This is an optimization exercise on Yosys and OpenROAD, whose aim is small area, a short achievable clock period and few clock cycles, not a production implementation. The RTL was checked by simulation tests, not by an equivalence proof against the original design. Power figures rest on the tool's default switching activity, not on a simulated workload.

$ cat design/flow/config.mk
export PLATFORM = sky130hd
export DESIGN_NAME = dbrc
export DESIGN_NICKNAME = dbrc
export VERILOG_FILES = /design/flow/design.v
export SDC_FILE = /design/flow/constraint.sdc
export NUM_CORES = 4
export LEC_CHECK = 0
export CAP_MARGIN = 20
export CORE_MARGIN = 2
export CORE_UTILIZATION = 40
export PLACE_DENSITY = 0.6
export SLEW_MARGIN = 20
$ cat design/flow/constraint.sdc
create_clock -name core_clock -period 11.0 [get_ports {clk}]
set_input_delay 2.2000 -clock core_clock [delete_from_list [all_inputs] [get_ports {clk}]]
set_output_delay 2.2000 -clock core_clock [all_outputs]
set_load 0.01 [all_outputs]
$ cat design/flow/design.v
module dbrc (
    input  wire         clk,
    input  wire         rst,
    input  wire         cmd_valid,
    output wire         cmd_ready,
    input  wire [127:0] cmd_data,
    output reg          rsp_valid,
    output reg  [135:0] rsp_data,
    output wire         alloc_req,
    output wire [31:0]  alloc_count,
    input  wire         alloc_ack,
    input  wire [31:0]  alloc_addr,
    output wire         mem_req,
    output wire         mem_we,
    output wire [31:0]  mem_addr,
    output wire [31:0]  mem_wdata,
    input  wire         mem_gnt,
    input  wire [31:0]  mem_rdata,
    output wire         fatal
);
    localparam [1:0] MODE_UNCONF = 2'd0;
    localparam [1:0] MODE_READY  = 2'd1;
    localparam [1:0] MODE_HALTED = 2'd2;
    localparam [7:0] ST_OK      = 8'h00;
    localparam [7:0] ST_ILLEGAL = 8'h01;
    localparam [7:0] ST_STATE   = 8'h02;
    localparam [7:0] OP_INIT     = 8'h01;
    localparam [7:0] OP_DESTROY  = 8'h02;
    localparam [7:0] OP_RASTER   = 8'h10;
    localparam [7:0] OP_PENDFLIP = 8'h20;
    localparam [7:0] OP_FLIPNOW  = 8'h21;
    localparam [7:0] OP_GETBACK  = 8'h30;
    localparam [7:0] OP_MKGFX    = 8'h31;
    localparam [7:0] OP_COPY     = 8'h32;
    localparam [7:0] OP_ISBA     = 8'h40;
    localparam [7:0] OP_SETFG    = 8'h50;
    localparam [7:0] OP_SETBGC   = 8'h51;
    localparam [7:0] OP_BGREF    = 8'h52;
    localparam [7:0] OP_READREG  = 8'h60;
    localparam [3:0] S_IDLE   = 4'd0;
    localparam [3:0] S_DECODE = 4'd1;
    localparam [3:0] S_ALLOC0 = 4'd2;
    localparam [3:0] S_ALLOC1 = 4'd3;
    localparam [3:0] S_RD_WORD = 4'd4;
    localparam [3:0] S_RD_BG  = 4'd5;
    localparam [3:0] S_WR_PIX = 4'd6;
    localparam [3:0] S_CP_RD  = 4'd7;
    localparam [3:0] S_CP_WR  = 4'd8;
    localparam [3:0] S_RESP   = 4'd9;
    localparam [3:0] S_HALT   = 4'd10;
    reg [1:0]  mode;
    reg [15:0] width_r, height_r, wpl_r, top_line_r;
    reg [31:0] plane_base0, plane_base1;
    reg        active_index, flip_pending;
    reg [31:0] palette0, palette1;
    reg        bg_present;
    reg [31:0] bg_base;
    reg [3:0]   state;
    reg [127:0] cmd_r;
    reg [31:0]  src_ptr, bg_ptr, dst_ptr;
    reg [31:0]  words_left;
    reg [4:0]   bit_idx;
    reg [31:0]  word_r;
    reg [31:0]  bgpix_r;
    reg         overlay_r;
    wire [7:0]  opc  = cmd_r[127:120];
    wire [7:0]  sub  = cmd_r[119:112];
    wire [15:0] rsv0 = cmd_r[111:96];
    wire [31:0] w1   = cmd_r[95:64];
    wire [31:0] w2   = cmd_r[63:32];
    wire [31:0] w3   = cmd_r[31:0];
    wire w1z = (w1 == 32'd0);
    wire w2z = (w2 == 32'd0);
    wire w3z = (w3 == 32'd0);
    wire fmt_n = (sub == 8'd0) && w1z && w2z && w3z;
    reg legal;
    always @(*) begin
        legal = 1'b0;
        if (rsv0 == 16'd0) begin
            case (opc)
                OP_INIT:     legal = (sub <= 8'd1) && (w2[31:16] == 16'd0) &&
                                     (sub[0] || w3z);
                OP_DESTROY, OP_PENDFLIP, OP_FLIPNOW,
                OP_GETBACK, OP_MKGFX, OP_COPY:
                             legal = fmt_n;
                OP_RASTER:   legal = (sub == 8'd0) && (w2[31:16] == 16'd0);
                OP_ISBA:     legal = (sub <= 8'd3) && w1z && w2z && w3z;
                OP_SETFG, OP_SETBGC:
                             legal = (sub == 8'd0) && w2z && w3z;
                OP_BGREF:    legal = (sub == 8'd1) ? (w1z && w2z) :
                                     (sub == 8'd0) ? (w1z && w2z && w3z) : 1'b0;
                OP_READREG:  legal = (sub <= 8'd9) && w1z && w2z && w3z;
                default:     legal = 1'b0;
            endcase
        end
    end
    wire admitted = (opc == OP_INIT)    ? (mode == MODE_UNCONF) :
                    (opc == OP_READREG) ? 1'b1 :
                                          (mode == MODE_READY);
    wire        front = active_index;
    wire        back  = ~active_index;
    wire [31:0] front_base = front ? plane_base1 : plane_base0;
    wire [31:0] back_base  = back  ? plane_base1 : plane_base0;
    function in_window(input [31:0] a);
        in_window = (a[31:20] == 12'h200) || (a[31:20] == 12'h400);
    endfunction
    wire [31:0] plane_words = wpl_r * height_r;
    wire [15:0] line     = w2[15:0];
    wire [16:0] local_s  = {1'b0, line} - {1'b0, top_line_r};    
    wire        local_neg  = local_s[16];
    wire        local_zero = (local_s == 17'd0);
    wire        in_range   = !local_neg && (local_s[15:0] < height_r);
    wire        flip_now_r = local_zero && flip_pending;
    wire        act_after  = active_index ^ flip_now_r;
    wire [31:0] row_words  = local_s[15:0] * wpl_r;
    wire [31:0] src_row    = (act_after ? plane_base1 : plane_base0) + (row_words << 2);
    wire [31:0] bg_row     = bg_base + (row_words << 7);
    wire [31:0] row_pixels = {11'd0, wpl_r, 5'd0};
    wire sel_plane = (sub[1:0] == 2'd0) ? 1'b0 :
                     (sub[1:0] == 2'd1) ? 1'b1 :
                     (sub[1:0] == 2'd2) ? active_index : ~active_index;
    wire [31:0] sel_base = sel_plane ? plane_base1 : plane_base0;
    reg [31:0] reg_value;
    always @(*) begin
        case (sub[3:0])
            4'd0: reg_value = {28'd0, bg_present, flip_pending, active_index,
                               (mode == MODE_READY)};
            4'd1: reg_value = {16'd0, width_r};
            4'd2: reg_value = {16'd0, height_r};
            4'd3: reg_value = {16'd0, wpl_r};
            4'd4: reg_value = {16'd0, top_line_r};
            4'd5: reg_value = plane_base0;
            4'd6: reg_value = plane_base1;
            4'd7: reg_value = palette0;
            4'd8: reg_value = palette1;
            4'd9: reg_value = bg_base;
            default: reg_value = 32'd0;
        endcase
    end
    assign cmd_ready   = (state == S_IDLE);
    assign fatal       = (mode == MODE_HALTED);
    assign alloc_req   = (state == S_ALLOC0) || (state == S_ALLOC1);
    assign alloc_count = plane_words;
    wire [31:0] pix_value = word_r[bit_idx] ? palette1 :
                            (overlay_r ? bgpix_r : palette0);
    assign mem_req   = (state == S_RD_WORD) || (state == S_RD_BG) ||
                       (state == S_WR_PIX)  || (state == S_CP_RD) ||
                       (state == S_CP_WR);
    assign mem_we    = (state == S_WR_PIX) || (state == S_CP_WR);
    assign mem_addr  = (state == S_RD_BG) ? bg_ptr :
                       ((state == S_WR_PIX) || (state == S_CP_WR)) ? dst_ptr :
                       src_ptr;
    assign mem_wdata = (state == S_CP_WR) ? word_r : pix_value;
    wire mem_done = mem_req && mem_gnt;
    task respond(input [7:0] st, input [31:0] r0, input [31:0] r1,
                 input [31:0] r2, input [31:0] r3);
        rsp_data <= {st, r0, r1, r2, r3};
    endtask
    always @(posedge clk) begin
        if (rst) begin
            state        <= S_IDLE;
            mode         <= MODE_UNCONF;
            width_r      <= 16'd0;
            height_r     <= 16'd0;
            wpl_r        <= 16'd0;
            top_line_r   <= 16'd0;
            plane_base0  <= 32'd0;
            plane_base1  <= 32'd0;
            active_index <= 1'b0;
            flip_pending <= 1'b0;
            palette0     <= 32'd0;
            palette1     <= 32'd0;
            bg_present   <= 1'b0;
            bg_base      <= 32'd0;
            rsp_valid    <= 1'b0;
        end else begin
            rsp_valid <= 1'b0;
            case (state)
                S_IDLE: begin
                    if (cmd_valid) begin
                        cmd_r <= cmd_data;
                        state <= S_DECODE;
                    end
                end
                S_DECODE: begin
                    state <= S_RESP;
                    respond(ST_OK, 32'd0, 32'd0, 32'd0, 32'd0);
                    if (mode == MODE_HALTED) begin
                        state <= S_HALT;
                    end else if (!legal) begin
                        respond(ST_ILLEGAL, 32'd0, 32'd0, 32'd0, 32'd0);
                    end else if (!admitted) begin
                        respond(ST_STATE, 32'd0, 32'd0, 32'd0, 32'd0);
                    end else begin
                        case (opc)
                            OP_INIT: begin
                                width_r    <= w1[15:0];
                                height_r   <= w1[31:16];
                                wpl_r      <= {5'd0, w1[15:5]};
                                top_line_r <= w2[15:0];
                                state      <= S_ALLOC0;
                            end
                            OP_DESTROY: begin
                                mode         <= MODE_UNCONF;
                                width_r      <= 16'd0;
                                height_r     <= 16'd0;
                                wpl_r        <= 16'd0;
                                top_line_r   <= 16'd0;
                                plane_base0  <= 32'd0;
                                plane_base1  <= 32'd0;
                                active_index <= 1'b0;
                                flip_pending <= 1'b0;
                                palette0     <= 32'd0;
                                palette1     <= 32'd0;
                                bg_present   <= 1'b0;
                                bg_base      <= 32'd0;
                            end
                            OP_RASTER: begin
                                if (local_zero) begin
                                    flip_pending <= 1'b0;
                                    active_index <= act_after;
                                end
                                if (in_range) begin
                                    respond(ST_OK, 32'd0, row_pixels, w1, 32'd0);
                                    src_ptr    <= src_row;
                                    bg_ptr     <= bg_row;
                                    dst_ptr    <= w3;
                                    words_left <= {16'd0, wpl_r};
                                    overlay_r  <= bg_present;
                                    bit_idx    <= 5'd0;
                                    if (wpl_r != 16'd0)
                                        state <= S_RD_WORD;
                                end else begin
                                    respond(ST_OK, 32'd0, 32'd0, w1, 32'd0);
                                end
                            end
                            OP_PENDFLIP: flip_pending <= 1'b1;
                            OP_FLIPNOW:  active_index <= ~active_index;
                            OP_GETBACK: begin
                                respond(ST_OK, back_base, {16'd0, width_r},
                                        {16'd0, height_r}, {16'd0, wpl_r});
                            end
                            OP_MKGFX: begin
                                if (in_window(back_base)) begin
                                    respond(ST_OK, back_base, {16'd0, width_r},
                                            {16'd0, height_r}, {16'd0, wpl_r});
                                end else begin
                                    mode  <= MODE_HALTED;
                                    state <= S_HALT;
                                end
                            end
                            OP_COPY: begin
                                src_ptr    <= front_base;
                                dst_ptr    <= back_base;
                                words_left <= plane_words;
                                if (plane_words != 32'd0)
                                    state <= S_CP_RD;
                            end
                            OP_ISBA: begin
                                respond(ST_OK, {31'd0, in_window(sel_base)},
                                        32'd0, 32'd0, 32'd0);
                            end
                            OP_SETFG:  palette1 <= w1;
                            OP_SETBGC: palette0 <= w1;
                            OP_BGREF: begin
                                bg_present <= sub[0];
                                bg_base    <= sub[0] ? w3 : 32'd0;
                            end
                            OP_READREG: begin
                                respond(ST_OK, reg_value, 32'd0, 32'd0, 32'd0);
                            end
                            default: ;
                        endcase
                    end
                end
                S_ALLOC0: begin
                    if (alloc_ack) begin
                        plane_base0 <= alloc_addr;
                        state       <= S_ALLOC1;
                    end
                end
                S_ALLOC1: begin
                    if (alloc_ack) begin
                        plane_base1  <= alloc_addr;
                        palette0     <= 32'h00000000;
                        palette1     <= 32'hFFFFFFFF;
                        active_index <= 1'b0;
                        flip_pending <= 1'b0;
                        bg_present   <= sub[0];
                        bg_base      <= sub[0] ? w3 : 32'd0;
                        mode         <= MODE_READY;
                        state        <= S_RESP;
                    end
                end
                S_RD_WORD: begin
                    if (mem_done) begin
                        word_r  <= mem_rdata;
                        src_ptr <= src_ptr + 32'd4;
                        bit_idx <= 5'd0;
                        state   <= overlay_r ? S_RD_BG : S_WR_PIX;
                    end
                end
                S_RD_BG: begin
                    if (mem_done) begin
                        bgpix_r <= mem_rdata;
                        bg_ptr  <= bg_ptr + 32'd4;
                        state   <= S_WR_PIX;
                    end
                end
                S_WR_PIX: begin
                    if (mem_done) begin
                        dst_ptr <= dst_ptr + 32'd4;
                        bit_idx <= bit_idx + 5'd1;
                        if (bit_idx == 5'd31) begin
                            words_left <= words_left - 32'd1;
                            if (words_left == 32'd1)
                                state <= S_RESP;
                            else
                                state <= S_RD_WORD;
                        end else begin
                            state <= overlay_r ? S_RD_BG : S_WR_PIX;
                        end
                    end
                end
                S_CP_RD: begin
                    if (mem_done) begin
                        word_r  <= mem_rdata;
                        src_ptr <= src_ptr + 32'd4;
                        state   <= S_CP_WR;
                    end
                end
                S_CP_WR: begin
                    if (mem_done) begin
                        dst_ptr    <= dst_ptr + 32'd4;
                        words_left <= words_left - 32'd1;
                        if (words_left == 32'd1)
                            state <= S_RESP;
                        else
                            state <= S_CP_RD;
                    end
                end
                S_RESP: begin
                    rsp_valid <= 1'b1;
                    state     <= S_IDLE;
                end
                S_HALT: ;    
                default: state <= S_IDLE;
            endcase
        end
    end
endmodule
$ cat design/flow/run.sh
#!/bin/bash
# synth_recipe.tcl (not shown) runs the flow's synth.tcl, then flattens the netlist and writes it again
# the make line also repeats each setting of config.mk as NAME=value (left out here)
make -C /OpenROAD-flow-scripts/flow DESIGN_CONFIG=/design/flow/config.mk WORK_HOME=/design/flow/orfs CLKGATE_MAP_FILE= SYNTH_SCRIPT=/design/flow/synth_recipe.tcl finish
==> summary.md <==
| Metric | Value |
|---|---|
| Wire per inst | ~26 um |
| Period utilization | a little over nine tenths |
| Crit Path Class | flop to output port |
| VDD IR-drop max | 0.150 mV |
| PortBufs | 389 |
| Sequential area share after synthesis | a little over a third |
| Pwr Total | 7.63 mW |
| Worst Path Max Fanout | 16 |
| Clock root buffer | clkbuf_16 |
| Worst hold path type | flop to flop |
| Status | complete, no violations |
| Synth Flop Type | edfxtp_1 |
| Clock buffer depth | 3 |
| Cells after Synth | 5242 |
| Max_cap viols | 0 |
| Setup TNS Final | 0 ps |
| First-pass GRT wire length | 267000 um |
| Num rows | ~130 |
| Starting DRT DRC Count | 4939 |
| Global routing usage on met2 | 42.7% |
| RSZ-0062 raised after global routing | false |
| Power Density | roughly 140 nW/um2 |
| Final hold vios | 0 |
| Setup Slack @ Placement | 560 ps |
| Initial antenna violation count | 13 |
| Slew @ Worst Pin | approximately 1200 ps |
| Fmax | 96.1 MHz |
| Seq cells post-synth | approximately 640 |
| Detailed-route via count | about 42000 |
| Critical Path AT | 8210 ps |
| Leak pwr | 21.9 nW |
| Final WS setup | 591 ps |
| Internal | 5.06 mW |
| Reg2Reg Depth | 37 |
| Die height | 351 um |
| Worst path cell trace | buf_4 > nand2_1 > fa_1 > fa_1 > inv_1 > ha_1 > inv_1 > fa_1 > fa_1 > fa_1 > inv_1 > ha_1 > o211ai_1 > o21ai_1 > a21oi_1 > or4_4 > a21oi_2 > o2111ai_1 > a31o_2 > nand2_1 > xor2_1 > clkdlybuf4s50_1 |
| Placed cells | approximately 7000 |
| Global placement routability congestion | 1.01 |
| Hpwl dp | between 100000 and 150000 um |
| Antenna-violating nets left | 0 |
| M3 GR Usage | ~8.0% |
| Core Footprint | between 100000 and 150000 um2 |
| Htree depth | 3 |
| Post-CTS setup buffers | 0 |
| CP most frequent cell | fa_1 |
| Final design utilization | 47.1% |
| Yosys warns | 1 |
| Worst Skew | 40.4 ps |
| Combinational cell fraction of total power | a little under a quarter |
| Slowest cell on crit path | dfxtp_1 |
| Sequential power share | 41.3% |
| Mapped cell area | around 48000 um2 |
| Crit. End Element | output port |
| EDFF count, synth | around 420 |
| Ports | approximately 440 |
| Via/cell ratio | 5.84 |
| Syn avg cell area | 9.16 um2 |
| Initial Util | 40.2% |
| Vias in the first global route | 39680 |
| Chip width | 351 um |
| Clock share of power | 35.5% |
| Remaining routing DRC violations | 0 |
| Clock sink count | 637 |
| Met1 Resource Use GR | 41.6% |
| FFs w/ async S/R, synth | 0% |
| Layout Cells excl Fill | 7171 |
| Critical Path Source Type | flop |
| NumNets Final | between 6000 and 7000 |
| Largest net degree at the start of global routing | 84 |
| Critical Path RT | 8800 ps |
| CTS tree | yes |
| Area added between synthesis and finish | 17.1% |
| P_sw | about 2.6 mW |
| Cts bufs inserted | 77 |
| GR Overflow Total | 0 |
| Delay of the slowest critical-path stage | 930 ps |
| Die area | about 120000 um2 |
| Pins Over Slew Limit | 0 |
| Top Usage Layer GRT | met2 |
| Final setup fails | 0 |
| Total track usage | 29.3% |
| Clock Latency Late Sink | just over 700 ps |
| First drt pass iteration count | 7 |
| Min Tclk post-route | 10410 ps |
| Clock transition at path regs | 60 ps |
| Unique masters post-synth | 98 |
| Sw Ratio | 33.7% |
| Layout cells sized above 1 | 6.88% |
| Hold Crit Depth | 2 |
| Total wire length | 184000 um |
| Relative slew slack | 23.1% |
==> sequential cells by signal, indices dropped and copies added, names as in the netlist, 16 cells and up <==
signal / count
rsp_data: 93
dst_ptr: 32
palette0: 32
plane_base0: 32
plane_base1: 32
cmd_r: 128
width_r: 16
word_r: 32
height_r: 16
words_left: 32
bgpix_r: 32
top_line_r: 16
bg_base: 32
src_ptr: 32
palette1: 32
bg_ptr: 32
==> cell families after synthesis <==
family | Yosys count | synth area share [%]
simple gates | 1834 | 18.5
compound gates | 1086 | 14.5
buf+inv | 812 | 6.79
flops | 637 | 35.3
fa+ha+maj | 551 | 18.3
xor+xnor | 185 | 3.40
mux | 136 | 3.25
other cells | 1 | 0.00781
==> per-layer routing <==
| layer | routed length, um | vias to the layer above | share of wire (%) |
|---|---|---|---|
| li1 | - | 18752 | - |
| met1 | 78400 | 20535 | 43 |
| met2 | 77400 | 2251 | 42 |
| met3 | 20900 | 326 | 11 |
| met4 | 6910 | 8 | 3.8 |
| met5 | 109 | - | 0.059 |
==> cell type report <==
type | count | area [um2]
inverter | 455 | 1710
sequential | 637 | 17000
clock buffer | 99 | 2080
fill | 11459 | 63200
antenna | 4 | 10.0
timing repair buffer | 483 | 4620
multi-input combinational | 3837 | 28300
clock inverter | 44 | 584
tap | 1612 | 2020
==> metrics by stage <==
| stage | hold WS, ps | cell area [um2] |
|---|---|---|
| 5_1_grt | 480 | 56200 |
| 3_3_place_gp | 451 | 53500 |
| 3_5_place_dp | 456 | 53500 |
| 4_1_cts | 467 | 56200 |
| 2_1_floorplan | 432 | 48200 |
| 6_report | 464 | 56300 |
==> power groups by stage <==
stage	combinational [mW]	sequential [mW]	clock [mW]
floorplan	0.945	3.05	0
global placement	1.72	3.17	0
detailed placement	1.73	3.17	0
CTS	1.74	3.13	2.74
global route	1.89	3.15	2.84
finish	1.77	3.15	2.71
==> worst max-delay path, delay by kind of cell, from the launching register on <==
kind / cells / cell delay (ps)
AND/OR/NAND/NOR: 3 / 790
AO/OA/AOI/OAI: 6 / 1240
flip-flops: 1 / 930
adder cells (fa/ha/maj): 7 / 3070
XOR/XNOR: 1 / 340
buffers and inverters: 5 / 1130
==> Yosys cell counts (13+ instances only) <==
library cell  instances  area (um2)
clkbuf_1            263         987
a211oi_1             72         541
o21ai_0             173         866
buf_4                46         345
a211o_1              13         114
ha_1                298        3730
a22oi_1              57         428
mux2_2               60         676
a22o_1               51         447
a21o_1               34         255
mux2i_1              66         661
nor2b_1              47         294
buf_1                19        71.3
o211ai_1             25         188
a221oi_1             21         184
a31oi_1              94         588
nand2_1             613        2300
o21a_1               33         248
nand3_1             238        1190
nor2_1              337        1260
and3_1               47         294
dfxtp_1             218        4360
or4_1                16         120
or2_2                18         113
nand4_1              24         150
o22ai_1              15        93.8
nor4_1               61         382
or3_1                26         163
a21oi_1             365        1830
xnor2_1             115        1010
o31ai_1              17         128
nor3_1               68         340
edfxtp_1            419       12600
a222oi_1             22         220
buf_2                28         140
fa_1                253        5060
nand2b_1             26         163
and2_1              271        1700
inv_1               453        1700
xor2_1               69         604
==> final timing paths <==
kind                        from              end  slack [ps]
hold reg to reg   plane_base1[4]   plane_base1[4]         460
setup / recovery     width_r[10]  alloc_count[27]         590
hold / removal    plane_base1[4]   plane_base1[4]         460
setup reg to reg       cmd_r[32]      src_ptr[31]         730
==> cells in the final DEF, fill, tap and decap left out, drive strengths merged, types with 181 or more instances in the layout <==
cell	count
a21oi	367
nand3	239
dfxtp	218
inv	459
clkdlybuf4s50	388
o21ai	181
edfxtp	419
ha	298
nor2	338
fa	253
nand2	615
and2	272
==> timing repair <==
action                                  CTS  global route
resized for setup                         0             4
hold buffers                              0             0
endpoints found under the setup margin    0             1
Testbench counts, summed over its fixed seeds: cycles 291,586.

==> static timing again, ports no longer ideal <==
In the flow no input, the clock included, has a driving cell. The finished layout below was timed again as built, in two steps.
Step 1 (the two cells are an assumption about what drives the block):
set clk [get_ports {clk}]
set_driving_cell -lib_cell sky130_fd_sc_hd__clkbuf_16 $clk
set_driving_cell -lib_cell sky130_fd_sc_hd__buf_2 [delete_from_list [all_inputs] $clk]
Step 2, shift: input delay + t, output delay - t, t = (earliest + latest rising clock arrival at the registers) / 2. This alone moves slack from input paths to output paths.
Slacks: no drivers / after step 1 / after step 2; pairs: no drivers / after step 1.
t, ns: 0.770
slack for setup (ns): 0.591 / 0.507 / 0.732
worst slew at a driven data input, ns: 0.11
After both steps setup and hold are still met in this run. The setup slack of this run moves by -0.084 ns with the drivers and by +0.141 ns with both steps.
